Source: an optimization exercise on an open RTL-to-GDS flow (aim: small area and few clock cycles). Production flows keep margins and buffers that such runs may drop.
Where RTL was checked, it was by simulation tests only, not by an equivalence proof against the original.
Power and IR drop assume default switching activity.

==> try-maple: inputs <==
## aisp_seq
module aisp_seq (
    input  wire        clk,
    input  wire        rst,
    input  wire        rx_valid,
    input  wire [7:0]  rx_data,
    output wire        rx_ready,
    output wire        tx_valid,
    output wire [7:0]  tx_data,
    input  wire        tx_ready,
    output wire        xfer_valid,
    output wire [31:0] xfer_data,
    input  wire        xfer_ready,
    input  wire        xfer_rvalid,
    input  wire [7:0]  xfer_rdata,
    output wire        settle_valid,
    input  wire        settle_ready,
    output wire        rst_on,
    output wire        spi_own,
    output wire        err,
    output wire        errind
);
clock: 8.0 ns
lec_check: 0
cap_margin: 20
core_margin: 2
core_utilization: 60
place_density: 0.7
slew_margin: 20
standard.sh (not shown) runs the stock make flow with config.mk's settings and CLKGATE_MAP_FILE= SYNTH_SCRIPT=/design/flow/synth_recipe.tcl, a recipe that flattens the netlist after the stock synthesis.
==> flow/flow/run.sh <==
#!/bin/bash
# The standard layout (the standard.sh: ORFS with the standard synthesis),
# with two changes: the port buffers are the smallest buffer cell, and clock
# tree synthesis uses clkbuf_8 leaf clusters and inserts no dummy loads.
# ORFS's full output goes to standard_flow.log in the work folder; ORFS's own
# per-step logs stay under orfs/logs.
set -euo pipefail
export BUFFER_PORTS_ARGS="-buffer_cell sky130_fd_sc_hd__buf_1"
export CTS_ARGS="-sink_clustering_enable -repair_clock_nets -sink_clustering_size 20 -sink_clustering_max_diameter 50 -buf_list sky130_fd_sc_hd__clkbuf_8 -dont_use_dummy_load"
bash standard.sh > standard_flow.log 2>&1
==> try-indigo (differences from try-maple) <==
--- a/flow/design.v
+++ b/flow/design.v
@@ -63,22 +63,21 @@
     reg [8:0]  fb, eb;         
     reg [8:0]  rem;            
     reg        ph, first, bnd, aftc;
     reg [31:0] xw;             
     reg        xv, outst;
     reg        sv;
     reg        txv;
     reg [7:0]  txd;
-    reg [7:0]  rdata;
+    reg [7:0]  rdata;          
     reg        rdv;
     reg [7:0]  ring [0:255];
     reg [7:0]  hp;             
     reg [7:0]  rp;             
-    reg [7:0]  nb;
     reg        nbv;
     reg        blk;            
     function [7:0] ident_char;
         input [2:0] i;
         case (i)
             3'd0: ident_char = "A";
             3'd1: ident_char = "V";
             3'd2: ident_char = "R";
@@ -156,17 +155,17 @@
     genvar g;
     generate for (g = 0; g < NTAP; g = g + 1) begin : tp
         assign taps[g] = ring[g << TAPBITS];
     end endgenerate
     wire       aligned = (rp[TAPBITS-1:0] == 0);
     wire [7:0] tap     = taps[rp[7:TAPBITS]];
     wire       rd_on   = (eng == E_FW) || (eng == E_EW);
     wire       bav     = nbv || aligned;
-    wire [7:0] bval    = nbv ? nb : tap;
+    wire [7:0] bval    = nbv ? rdata : tap;
     wire tfree = !xv && (!outst || xfer_rvalid);
     wire efree = tfree && (!first || tx_free);
     wire ew_go = efree && !outst && (!sv || settle_ready);
     wire dresp = outst && xfer_rvalid && (state == S_FR || state == S_ER ||
                                           (state == S_FIN && cmd == C_UNIV));
     wire direct = tx_free && !rdv;    
     wire [7:0]  mask_lo = {1'b1, !fb[8], !(fb[8] | fb[7]), !(fb[8] | fb[7] | fb[6]), 4'b0000};
     wire [15:0] cpage   = {xw[23:16], xw[15:8] & mask_lo};
@@ -181,32 +180,33 @@
                            ((eng == E_EW) && ew_go && !rz));
     wire take    = rd_on && aligned && (!nbv || consume);
     wire start   = (state == S_EOP) && (cmd == C_PROG) && mok && rx_valid &&
                    (rx_data == CRC_EOP);
     wire [9:0] left = (eng == E_EW) ? {1'b0, rem} : {rem, 1'b0};
     wire [7:0] rpn  = rp + 8'd2 - {7'd0, take};
     always @(posedge clk) begin
         rp  <= rp + 8'd1 - {7'd0, take};
-        if (take && !(consume && !nbv))
-            nb <= tap;
+        if (rd_on) begin
+            if (take && !(consume && !nbv))
+                rdata <= tap;
+        end else if (xfer_rvalid)
+            rdata <= xfer_rdata;
         if (rd_on) begin
             if (take) nbv <= nbv || !consume;
             else if (consume) nbv <= 1'b0;
         end else
             nbv <= 1'b0;
         if (state == S_PARAM)
             hp <= 8'd0;
         else if (!ring_wr)
             hp <= hp + 8'd1;
         if (start)
             rp <= hp + pw[7:0];
         blk <= eng_busy && (left > {2'd0, rpn});
-        if (xfer_rvalid)
-            rdata <= xfer_rdata;
     end
     always @(posedge clk) begin
         if (rst) begin
             state    <= S_OP;
             eng      <= E_IDLE;
             pend     <= 1'b0;
             pmode_r  <= 1'b0;
             err_r    <= 1'b0;
==> flow/flow/run.sh (replaced) <==
#!/bin/bash
# The standard layout (the standard.sh: ORFS with the standard synthesis),
# with two changes: the port buffers are the smallest buffer cell, and clock
# tree synthesis uses clkbuf_8 leaf clusters and inserts no dummy loads.
# ORFS's full output goes to standard_flow.log in the work folder; ORFS's own
# per-step logs stay under orfs/logs.
set -euo pipefail
export BUFFER_PORTS_ARGS="-buffer_cell sky130_fd_sc_hd__buf_1"
export CTS_ARGS="-sink_clustering_enable -repair_clock_nets -sink_clustering_size 18 -sink_clustering_max_diameter 50 -buf_list sky130_fd_sc_hd__clkbuf_8 -dont_use_dummy_load"
bash standard.sh > standard_flow.log 2>&1
CORE_UTILIZATION = 55   (was 60)
PLACE_DENSITY = 0.65   (was 0.7)
==> try-onyx (differences from try-maple) <==
--- a/flow/design.v
+++ b/flow/design.v
@@ -22,65 +22,67 @@
     localparam [7:0] CRC_EOP     = 8'h20;
     localparam [7:0] STK_OK      = 8'h10;
     localparam [7:0] STK_FAILED  = 8'h11;
     localparam [7:0] STK_UNKNOWN = 8'h12;
     localparam [7:0] STK_INSYNC  = 8'h14;
     localparam [7:0] STK_NOSYNC  = 8'h15;
     localparam [7:0] TAG_FLASH   = 8'h46;
     localparam [7:0] TAG_EEPROM  = 8'h45;
+    localparam INSBITS = 8;
     localparam TAPBITS = 3;
     localparam NTAP    = 256 >> TAPBITS;
     localparam [3:0]
         C_SIGN = 4'd0,  C_IDENT = 4'd1,  C_GETP = 4'd2,  C_SETDEV = 4'd3,
         C_SETEXT = 4'd4, C_ENTER = 4'd5, C_LEAVE = 4'd6, C_SETADDR = 4'd7,
         C_UNIV = 4'd8,  C_LOADL = 4'd9,  C_PROG = 4'd10, C_READ = 4'd11,
         C_SIGRD = 4'd12, C_UNK = 4'd13, C_PERR = 4'd14, C_PBAD = 4'd15;
     localparam [3:0]
         S_OP   = 4'd0,    
         S_PARAM= 4'd1,    
         S_PAY  = 4'd2,    
         S_EOP  = 4'd3,    
+        S_CHK  = 4'd4,    
         S_P14  = 4'd5,    
         S_EXEC = 4'd6,    
         S_F11  = 4'd7,    
         S_BAD  = 4'd8,    
         S_FIN  = 4'd9,    
         S_ID   = 4'd10,   
         S_FR   = 4'd11,   
         S_ER   = 4'd12,   
         S_SG   = 4'd13,   
         S_SGT  = 4'd14;   
     localparam [1:0] E_IDLE = 2'd0, E_FW = 2'd1, E_EW = 2'd2, E_FIN = 2'd3;
     reg [3:0]  state;
     reg [1:0]  eng;
     reg [3:0]  cmd;
     reg [4:0]  cnt;
     reg        tf, te;         
+    reg        eok;            
     reg [15:0] pw;             
     reg [8:0]  prem;           
     reg        pend, pend_ok, pend_ph;    
     reg        pmode_r, err_r, errind_r;
     reg [15:0] addr;
     reg [8:0]  fb, eb;         
-    reg [8:0]  rem;            
+    reg [15:0] rem;            
     reg        ph, first, bnd, aftc;
     reg [31:0] xw;             
     reg        xv, outst;
     reg        sv;
     reg        txv;
     reg [7:0]  txd;
     reg [7:0]  rdata;
     reg        rdv;
     reg [7:0]  ring [0:255];
     reg [7:0]  hp;             
     reg [7:0]  rp;             
     reg [7:0]  nb;
     reg        nbv;
-    reg        blk;            
     function [7:0] ident_char;
         input [2:0] i;
         case (i)
             3'd0: ident_char = "A";
             3'd1: ident_char = "V";
             3'd2: ident_char = "R";
             3'd3: ident_char = " ";
             3'd4: ident_char = "I";
@@ -117,28 +119,28 @@
             8'h75: decode = {S_EOP,   C_SIGRD,   5'd0};
             8'h20: decode = {S_BAD,   C_UNK,     5'd0};
             default: decode = {S_EOP, C_UNK,     5'd0};
         endcase
     endfunction
     wire tx_free  = !txv || tx_ready;
     wire eng_busy = (eng != E_IDLE);
     wire mok      = tx_free && !eng_busy && !pend;
-    wire defer    = (cmd == C_SETADDR) && eng_busy && !pend;
-    wire wr_ok   = (hp == 8'd0) && !blk;
-    wire ring_wr = (state == S_PAY) && rx_valid && wr_ok;
+    wire [7:0] gap    = rp - hp + 8'd1;
+    wire [9:0] left   = (eng == E_EW) ? {1'b0, rem[8:0]} : {rem[8:0], 1'b0};
+    wire       wr_ok  = (hp[INSBITS-1:0] == 0) && !(eng_busy && left > {2'd0, gap});
+    wire       ring_wr = (state == S_PAY) && rx_valid && wr_ok;
     wire exec_fin = (state == S_EXEC) && mok &&
                     (cmd == C_SIGN || cmd == C_SETDEV || cmd == C_SETEXT ||
                      cmd == C_LEAVE || cmd == C_SETADDR || cmd == C_LOADL ||
                      cmd == C_UNK || (cmd == C_ENTER && pmode_r));
     wire fin_fin  = (state == S_FIN) && mok && !xv && !outst && !rdv;
     wire take_op  = (state == S_OP) || exec_fin || fin_fin;
     wire xw_cmd   = (cmd == C_UNIV) || (cmd == C_SETDEV);
-    assign rx_ready = take_op ||
-                      ((state == S_EOP) && (mok || defer)) ||
+    assign rx_ready = take_op || (state == S_EOP) ||
                       ((state == S_PARAM) && !(xw_cmd && eng_busy)) ||
                       ((state == S_PAY) && wr_ok);
     wire rx_fire = rx_valid && rx_ready;
     assign tx_valid     = txv;
     assign tx_data      = txd;
     assign xfer_valid   = xv;
     assign xfer_data    = xw;
     assign settle_valid = sv;
@@ -169,45 +171,46 @@
                                           (state == S_FIN && cmd == C_UNIV));
     wire direct = tx_free && !rdv;    
     wire [7:0]  mask_lo = {1'b1, !fb[8], !(fb[8] | fb[7]), !(fb[8] | fb[7] | fb[6]), 4'b0000};
     wire [15:0] cpage   = {xw[23:16], xw[15:8] & mask_lo};
     wire [15:0] inc_in  = {xw[23:16], aftc ? (xw[15:8] | ~mask_lo) : xw[15:8]};
     wire [15:0] inc     = inc_in + 16'd1;
     wire [15:0] na      = first ? xw[23:8] : inc;
     wire [15:0] ld_addr = tf ? addr : {addr[14:0], 1'b0};
-    wire [8:0]  bound   = (rx_data == TAG_FLASH) ? fb : eb;
     wire [12:0] dec = decode(rx_data);
-    wire rz      = (rem == 9'd0);
-    wire consume = bav && (((eng == E_FW) && efree && (ph || (!rz && !bnd))) ||
-                           ((eng == E_EW) && ew_go && !rz));
+    wire consume = bav && (((eng == E_FW) && efree && (ph || (rem != 16'd0 && !bnd))) ||
+                           ((eng == E_EW) && ew_go && (rem != 16'd0)));
     wire take    = rd_on && aligned && (!nbv || consume);
-    wire start   = (state == S_EOP) && (cmd == C_PROG) && mok && rx_valid &&
-                   (rx_data == CRC_EOP);
-    wire [9:0] left = (eng == E_EW) ? {1'b0, rem} : {rem, 1'b0};
-    wire [7:0] rpn  = rp + 8'd2 - {7'd0, take};
+    reg  start;
     always @(posedge clk) begin
         rp  <= rp + 8'd1 - {7'd0, take};
         if (take && !(consume && !nbv))
             nb <= tap;
         if (rd_on) begin
             if (take) nbv <= nbv || !consume;
             else if (consume) nbv <= 1'b0;
         end else
             nbv <= 1'b0;
         if (state == S_PARAM)
             hp <= 8'd0;
         else if (!ring_wr)
             hp <= hp + 8'd1;
         if (start)
             rp <= hp + pw[7:0];
-        blk <= eng_busy && (left > {2'd0, rpn});
         if (xfer_rvalid)
             rdata <= xfer_rdata;
     end
+    always @(*) begin
+        start = 1'b0;
+        if (cmd == C_PROG && mok) begin
+            if (state == S_EOP && rx_valid && rx_data == CRC_EOP) start = 1'b1;
+            if (state == S_CHK && eok) start = 1'b1;
+        end
+    end
     always @(posedge clk) begin
         if (rst) begin
             state    <= S_OP;
             eng      <= E_IDLE;
             pend     <= 1'b0;
             pmode_r  <= 1'b0;
             err_r    <= 1'b0;
             errind_r <= 1'b0;
@@ -240,44 +243,44 @@
             end
             if (exec_fin || fin_fin) begin
                 txv <= 1'b1;
                 txd <= (cmd == C_UNK) ? STK_UNKNOWN : STK_OK;
             end
             case (eng)
             E_FW: if (efree) begin
                 if (!ph) begin
-                    if (rz) begin
+                    if (rem == 16'd0) begin
                         xv <= 1'b1; xw <= {8'h4C, cpage, 8'h00};
                         eng <= E_FIN;
                     end else if (bnd) begin
                         xv <= 1'b1; xw <= {8'h4C, cpage, 8'h00};
                         bnd <= 1'b0; aftc <= 1'b1;
                     end else if (bav) begin
                         xv <= 1'b1; xw <= {8'h40, na, bval};
                         ph <= 1'b1; first <= 1'b0; aftc <= 1'b0;
                     end
                 end else if (bav) begin
                     xv <= 1'b1; xw[31:24] <= 8'h48; xw[7:0] <= bval;
                     ph <= 1'b0;
                     if (!(pend && pend_ok)) addr <= inc;
-                    rem <= rem - 9'd1;
+                    rem <= rem - 16'd1;
                     bnd <= &(xw[15:8] | mask_lo);
                 end
             end
             E_EW: if (ew_go) begin
-                if (rz)
+                if (rem == 16'd0)
                     eng <= E_FIN;
                 else if (bav) begin
                     xv <= 1'b1; xw <= {8'hC0, na, bval};
-                    rem <= rem - 9'd1; first <= 1'b0;
+                    rem <= rem - 16'd1; first <= 1'b0;
                 end
             end else if (outst && xfer_rvalid)
                 sv <= 1'b1;
-            E_FIN: if (tx_free && !xv && (!outst || xfer_rvalid) && !sv) begin
+            E_FIN: if (tx_free && !xv && !outst && !sv) begin
                 txv <= 1'b1; txd <= STK_OK;
                 eng <= E_IDLE;
             end
             default: ;
             endcase
             case (state)
             S_PARAM: if (rx_fire) begin
                 if (cmd == C_UNIV || (cmd == C_SETDEV && cnt > 5'd4))
@@ -287,65 +290,85 @@
                 cnt <= cnt - 5'd1;
                 prem <= pw[8:0];
                 tf <= (rx_data == TAG_FLASH);
                 te <= (rx_data == TAG_EEPROM);
                 if (cnt == 5'd1) begin
                     if (cmd == C_LOADL)
                         state <= S_P14;
                     else if (cmd == C_PROG) begin
-                        if (rx_data != TAG_FLASH && rx_data != TAG_EEPROM) begin
+                        if (rx_data == TAG_FLASH) begin
+                            if (pw > {7'd0, fb}) begin
+                                cmd <= C_PERR; state <= S_F11;
+                            end else if (pw == 16'd0)
+                                state <= S_EOP;
+                            else
+                                state <= S_PAY;
+                        end else if (rx_data == TAG_EEPROM) begin
+                            if (pw > {7'd0, eb}) begin
+                                cmd <= C_PERR; state <= S_F11;
+                            end else if (pw == 16'd0)
+                                state <= S_EOP;
+                            else
+                                state <= S_PAY;
+                        end else begin
                             cmd <= C_PBAD; state <= S_F11;
-                        end else if (pw > {7'd0, bound}) begin
-                            cmd <= C_PERR; state <= S_F11;
-                        end else if (pw == 16'd0)
-                            state <= S_EOP;
-                        else
-                            state <= S_PAY;
+                        end
                     end else
                         state <= S_EOP;
                 end
             end
             S_PAY: if (rx_fire) begin
                 prem <= prem - 9'd1;
                 if (prem == 9'd1) state <= S_EOP;
             end
             S_EOP: if (rx_fire) begin
+                eok <= (rx_data == CRC_EOP);
                 if (mok) begin
                     txv <= 1'b1;
                     if (rx_data != CRC_EOP) begin
                         err_r <= 1'b1; txd <= STK_NOSYNC; state <= S_OP;
                     end else begin
                         txd <= STK_INSYNC;
                         state <= (cmd == C_PROG) ? S_OP : S_EXEC;
                     end
-                end else begin
+                end else if (cmd == C_SETADDR && eng_busy && !pend) begin
                     pend <= 1'b1; pend_ph <= 1'b0;
                     pend_ok <= (rx_data == CRC_EOP);
                     if (rx_data == CRC_EOP) addr <= {pw[7:0], pw[15:8]};
                     state <= S_OP;
+                end else
+                    state <= S_CHK;
+            end
+            S_CHK: if (mok) begin
+                txv <= 1'b1;
+                if (!eok) begin
+                    err_r <= 1'b1; txd <= STK_NOSYNC; state <= S_OP;
+                end else begin
+                    txd <= STK_INSYNC;
+                    state <= (cmd == C_PROG) ? S_OP : S_EXEC;
                 end
             end
             S_P14: if (mok) begin
                 txv <= 1'b1; txd <= STK_INSYNC; state <= S_EXEC;
             end
             S_F11: if (mok) begin
                 txv <= 1'b1; txd <= STK_FAILED; state <= S_OP;
                 if (cmd == C_PERR) err_r <= 1'b1;
             end
             S_BAD: if (mok) begin
                 txv <= 1'b1; txd <= STK_NOSYNC; state <= S_OP;
                 err_r <= 1'b1;
             end
             S_EXEC: if (mok) begin
                 first <= 1'b1;
                 ph    <= 1'b0;
-                aftc  <= 1'b0;
                 cnt   <= 5'd0;
-                pw    <= tf ? {1'b0, pw[15:1]} : pw;
+                aftc  <= 1'b0;
+                rem   <= tf ? {1'b0, pw[15:1]} : pw;
                 xw[23:8] <= ld_addr;
                 case (cmd)
                     C_SIGN:    err_r <= 1'b0;
                     C_LEAVE:   begin err_r <= 1'b0; pmode_r <= 1'b0; end
                     C_SETADDR: addr <= {pw[7:0], pw[15:8]};
                     C_SETDEV:  begin
                         fb <= (xw[31:16] > 16'd256) ? 9'd256 : xw[24:16];
                         eb <= (xw[15:0]  > 16'd256) ? 9'd256 : xw[8:0];
@@ -384,35 +407,35 @@
             end
             S_ID: if (mok) begin
                 txv <= 1'b1; txd <= ident_char(cnt[2:0]);
                 cnt <= cnt + 5'd1;
                 if (cnt[2:0] == 3'd6) state <= S_FIN;
             end
             S_FR: if (tfree && (outst ? direct : !rdv)) begin
                 if (!ph) begin
-                    if (pw == 16'd0)
+                    if (rem == 16'd0)
                         state <= S_FIN;
                     else begin
                         xv <= 1'b1; xw <= {8'h20, na, 8'h00};
                         ph <= 1'b1; first <= 1'b0;
                     end
                 end else begin
                     xv <= 1'b1; xw[31:24] <= 8'h28;
                     ph <= 1'b0;
                     addr <= inc;
-                    pw <= pw - 16'd1;
+                    rem <= rem - 16'd1;
                 end
             end
             S_ER: if (tfree && (outst ? direct : !rdv)) begin
-                if (pw == 16'd0)
+                if (rem == 16'd0)
                     state <= S_FIN;
                 else begin
                     xv <= 1'b1; xw <= {8'hA0, na, 8'hFF};
-                    pw <= pw - 16'd1; first <= 1'b0;
+                    rem <= rem - 16'd1; first <= 1'b0;
                 end
             end
             S_SG: begin
                 if (cnt[1:0] == 2'd2 && xv && xfer_ready)
                     xw[7:0] <= rdata;
                 if (outst && xfer_rvalid) begin
                     cnt <= cnt + 5'd1;
                     if (cnt[1:0] == 2'd0) begin
@@ -435,17 +458,17 @@
                     txd <= rdata;
                     state <= S_FIN;
                 end
             end
             default: ;
             endcase
             if (start) begin
                 eng   <= tf ? E_FW : E_EW;
-                rem   <= tf ? pw[9:1] : pw[8:0];
+                rem   <= tf ? {1'b0, pw[15:1]} : pw;
                 xw[23:8] <= ld_addr;
                 first <= 1'b1;
                 ph    <= 1'b0;
                 bnd   <= 1'b0;
                 aftc  <= 1'b0;
             end
             if (take_op && rx_valid) begin
                 {state, cmd, cnt} <= dec;
==> flow/run.sh (new file) <==
#!/bin/bash
# synth_recipe.tcl (not shown) runs the flow's synth.tcl, then flattens the netlist and writes it again
# the make line also repeats each setting of config.mk as NAME=value (left out here)
make -C /OpenROAD-flow-scripts/flow DESIGN_CONFIG=/design/flow/config.mk WORK_HOME=/design/flow/orfs CLKGATE_MAP_FILE= SYNTH_SCRIPT=/design/flow/synth_recipe.tcl finish
CORE_UTILIZATION = 55   (was 60)
CTS_BUF_LIST = sky130_fd_sc_hd__clkbuf_8   (was unset)
CTS_CLUSTER_DIAMETER = 50   (was unset)
CTS_CLUSTER_SIZE = 18   (was unset)
PLACE_DENSITY = 0.65   (was 0.7)
removed: flow/flow/run.sh
removed: flow/standard.sh
==> try-garnet (differences from try-maple) <==
--- a/flow/design.v
+++ b/flow/design.v
@@ -267,17 +267,17 @@
                 if (rz)
                     eng <= E_FIN;
                 else if (bav) begin
                     xv <= 1'b1; xw <= {8'hC0, na, bval};
                     rem <= rem - 9'd1; first <= 1'b0;
                 end
             end else if (outst && xfer_rvalid)
                 sv <= 1'b1;
-            E_FIN: if (tx_free && !xv && (!outst || xfer_rvalid) && !sv) begin
+            E_FIN: if (tx_free && !xv && !outst && !sv) begin
                 txv <= 1'b1; txd <= STK_OK;
                 eng <= E_IDLE;
             end
             default: ;
             endcase
             case (state)
             S_PARAM: if (rx_fire) begin
                 if (cmd == C_UNIV || (cmd == C_SETDEV && cnt > 5'd4))
==> flow/flow/run.sh (replaced) <==
#!/bin/bash
# The standard layout (the standard.sh: ORFS with the standard synthesis),
# with two changes: the port buffers are the smallest buffer cell, and clock
# tree synthesis inserts no dummy loads. ORFS's full output goes to
# standard_flow.log in the work folder; ORFS's own per-step logs stay under
# orfs/logs.
set -euo pipefail
export BUFFER_PORTS_ARGS="-buffer_cell sky130_fd_sc_hd__buf_1"
export CTS_ARGS="-sink_clustering_enable -repair_clock_nets -sink_clustering_size 18 -sink_clustering_max_diameter 50 -buf_list sky130_fd_sc_hd__clkbuf_8 -dont_use_dummy_load"
bash standard.sh > standard_flow.log 2>&1
CORE_UTILIZATION = 55   (was 60)
CTS_BUF_LIST = sky130_fd_sc_hd__clkbuf_8   (was unset)
CTS_CLUSTER_DIAMETER = 50   (was unset)
CTS_CLUSTER_SIZE = 18   (was unset)
PLACE_DENSITY = 0.65   (was 0.7)
==> comparison <==
The highest maximum frequency belongs to try-garnet, the lowest to try-onyx.
In try-onyx the wire length is larger than in try-indigo, by 7.3%.
Of try-garnet and try-onyx, try-onyx has the higher total power (gap about 5%, measured against try-onyx).
The highest utilization belongs to try-maple, the lowest to try-indigo.
Non-clock buffer count: try-indigo < try-maple < try-onyx < try-garnet.
Of try-maple and try-indigo, try-indigo has the higher critical path depth (gap 15).
Flip-flop and latch count: try-onyx is higher than try-indigo (15).
==> figures <==
Status: try-indigo complete, no violations; try-garnet complete, no violations; try-maple complete, no violations; try-onyx complete, no violations
Iteration count of the initial detailed-routing pass: try-indigo 8; try-garnet 6; try-maple 7; try-onyx 8
Rel. slew slack: try-indigo 0.210; try-garnet 0.253; try-maple 0.184; try-onyx 0.189
Seq cells: try-indigo 2,214; try-garnet 2,222; try-maple 2,222; try-onyx 2,229
Skew-Pair Late Insertion Delay: try-indigo 0.86 ns; try-garnet 0.85 ns; try-maple 0.87 ns; try-onyx 0.87 ns
Multi-input combinational area share: try-indigo 0.181; try-garnet 0.177; try-maple 0.190; try-onyx 0.186
Portion of netlist area occupied by mux cells: try-indigo 0.0156; try-garnet 0.0124; try-maple 0.0155; try-onyx 0.0138
Crit path max fanout: try-indigo 11; try-garnet 17; try-maple 34; try-onyx 5
Number of antenna repair diodes: try-indigo 6; try-garnet 1; try-maple 5; try-onyx 2
Drt wl/cell: try-indigo 21.7 um; try-garnet 21.9 um; try-maple 23.4 um; try-onyx 22.2 um
Worst R2R Path Depth: try-indigo 22; try-garnet 10; try-maple 9; try-onyx 23
Area Overhead vs Synth: try-indigo 6.79%; try-garnet 6.93%; try-maple 6.34%; try-onyx 8.52%
Startpoint of the tightest hold check path: try-indigo ring[166][0]$_DFF_P_; try-garnet ring[20][0]$_DFF_P_; try-maple ring[206][6]$_DFF_P_; try-onyx ring[206][0]$_DFF_P_
Global routing met1 resource utilization: try-indigo 0.327; try-garnet 0.327; try-maple 0.371; try-onyx 0.336
Fraction of area in registers: try-indigo 0.742; try-garnet 0.744; try-maple 0.736; try-onyx 0.720
Worst Setup Slack post-DPL: try-indigo 2.32 ns; try-garnet 2.20 ns; try-maple 2.04 ns; try-onyx 1.89 ns
Testbench counts of try-garnet, summed over its fixed seeds: cycles 182,280.
No functional check of the RTL was part of try-maple, try-indigo and try-onyx.

[re-timing with driven ports]
How much do the figures lean on ideal ports? The routed layouts below were timed once more, with nothing changed but the port constraints.
Step 1, drivers: a clkbuf_16 drives clk and a buf_2 each remaining input, both assumed.
Step 2, shift: input delay + t, output delay - t, t = (earliest + latest rising clock arrival at the registers) / 2. This alone moves slack from input paths to output paths.
Three values: ideal, step 1, step 2; two values: the first two.
run | shift t [ns] | setup slack, ns | worst setup path at the end | worst slew at a driven data input, ns
try-maple | 0.883 | 2.342 / 2.278 / 1.928 | input to register | 0.13
try-indigo | 0.875 | 2.394 / 2.394 / 2.211 | input to register | 0.13
try-onyx | 0.917 | 1.526 / 1.460 / 1.749 | input to output | 0.14
try-garnet | 0.887 | 2.830 / 2.804 / 2.098 | input to register | 0.11
After both steps every run listed still meets setup and hold. For try-garnet, which loses most, drivers alone change the setup slack by -0.026 ns; drivers and shift together by -0.732 ns.
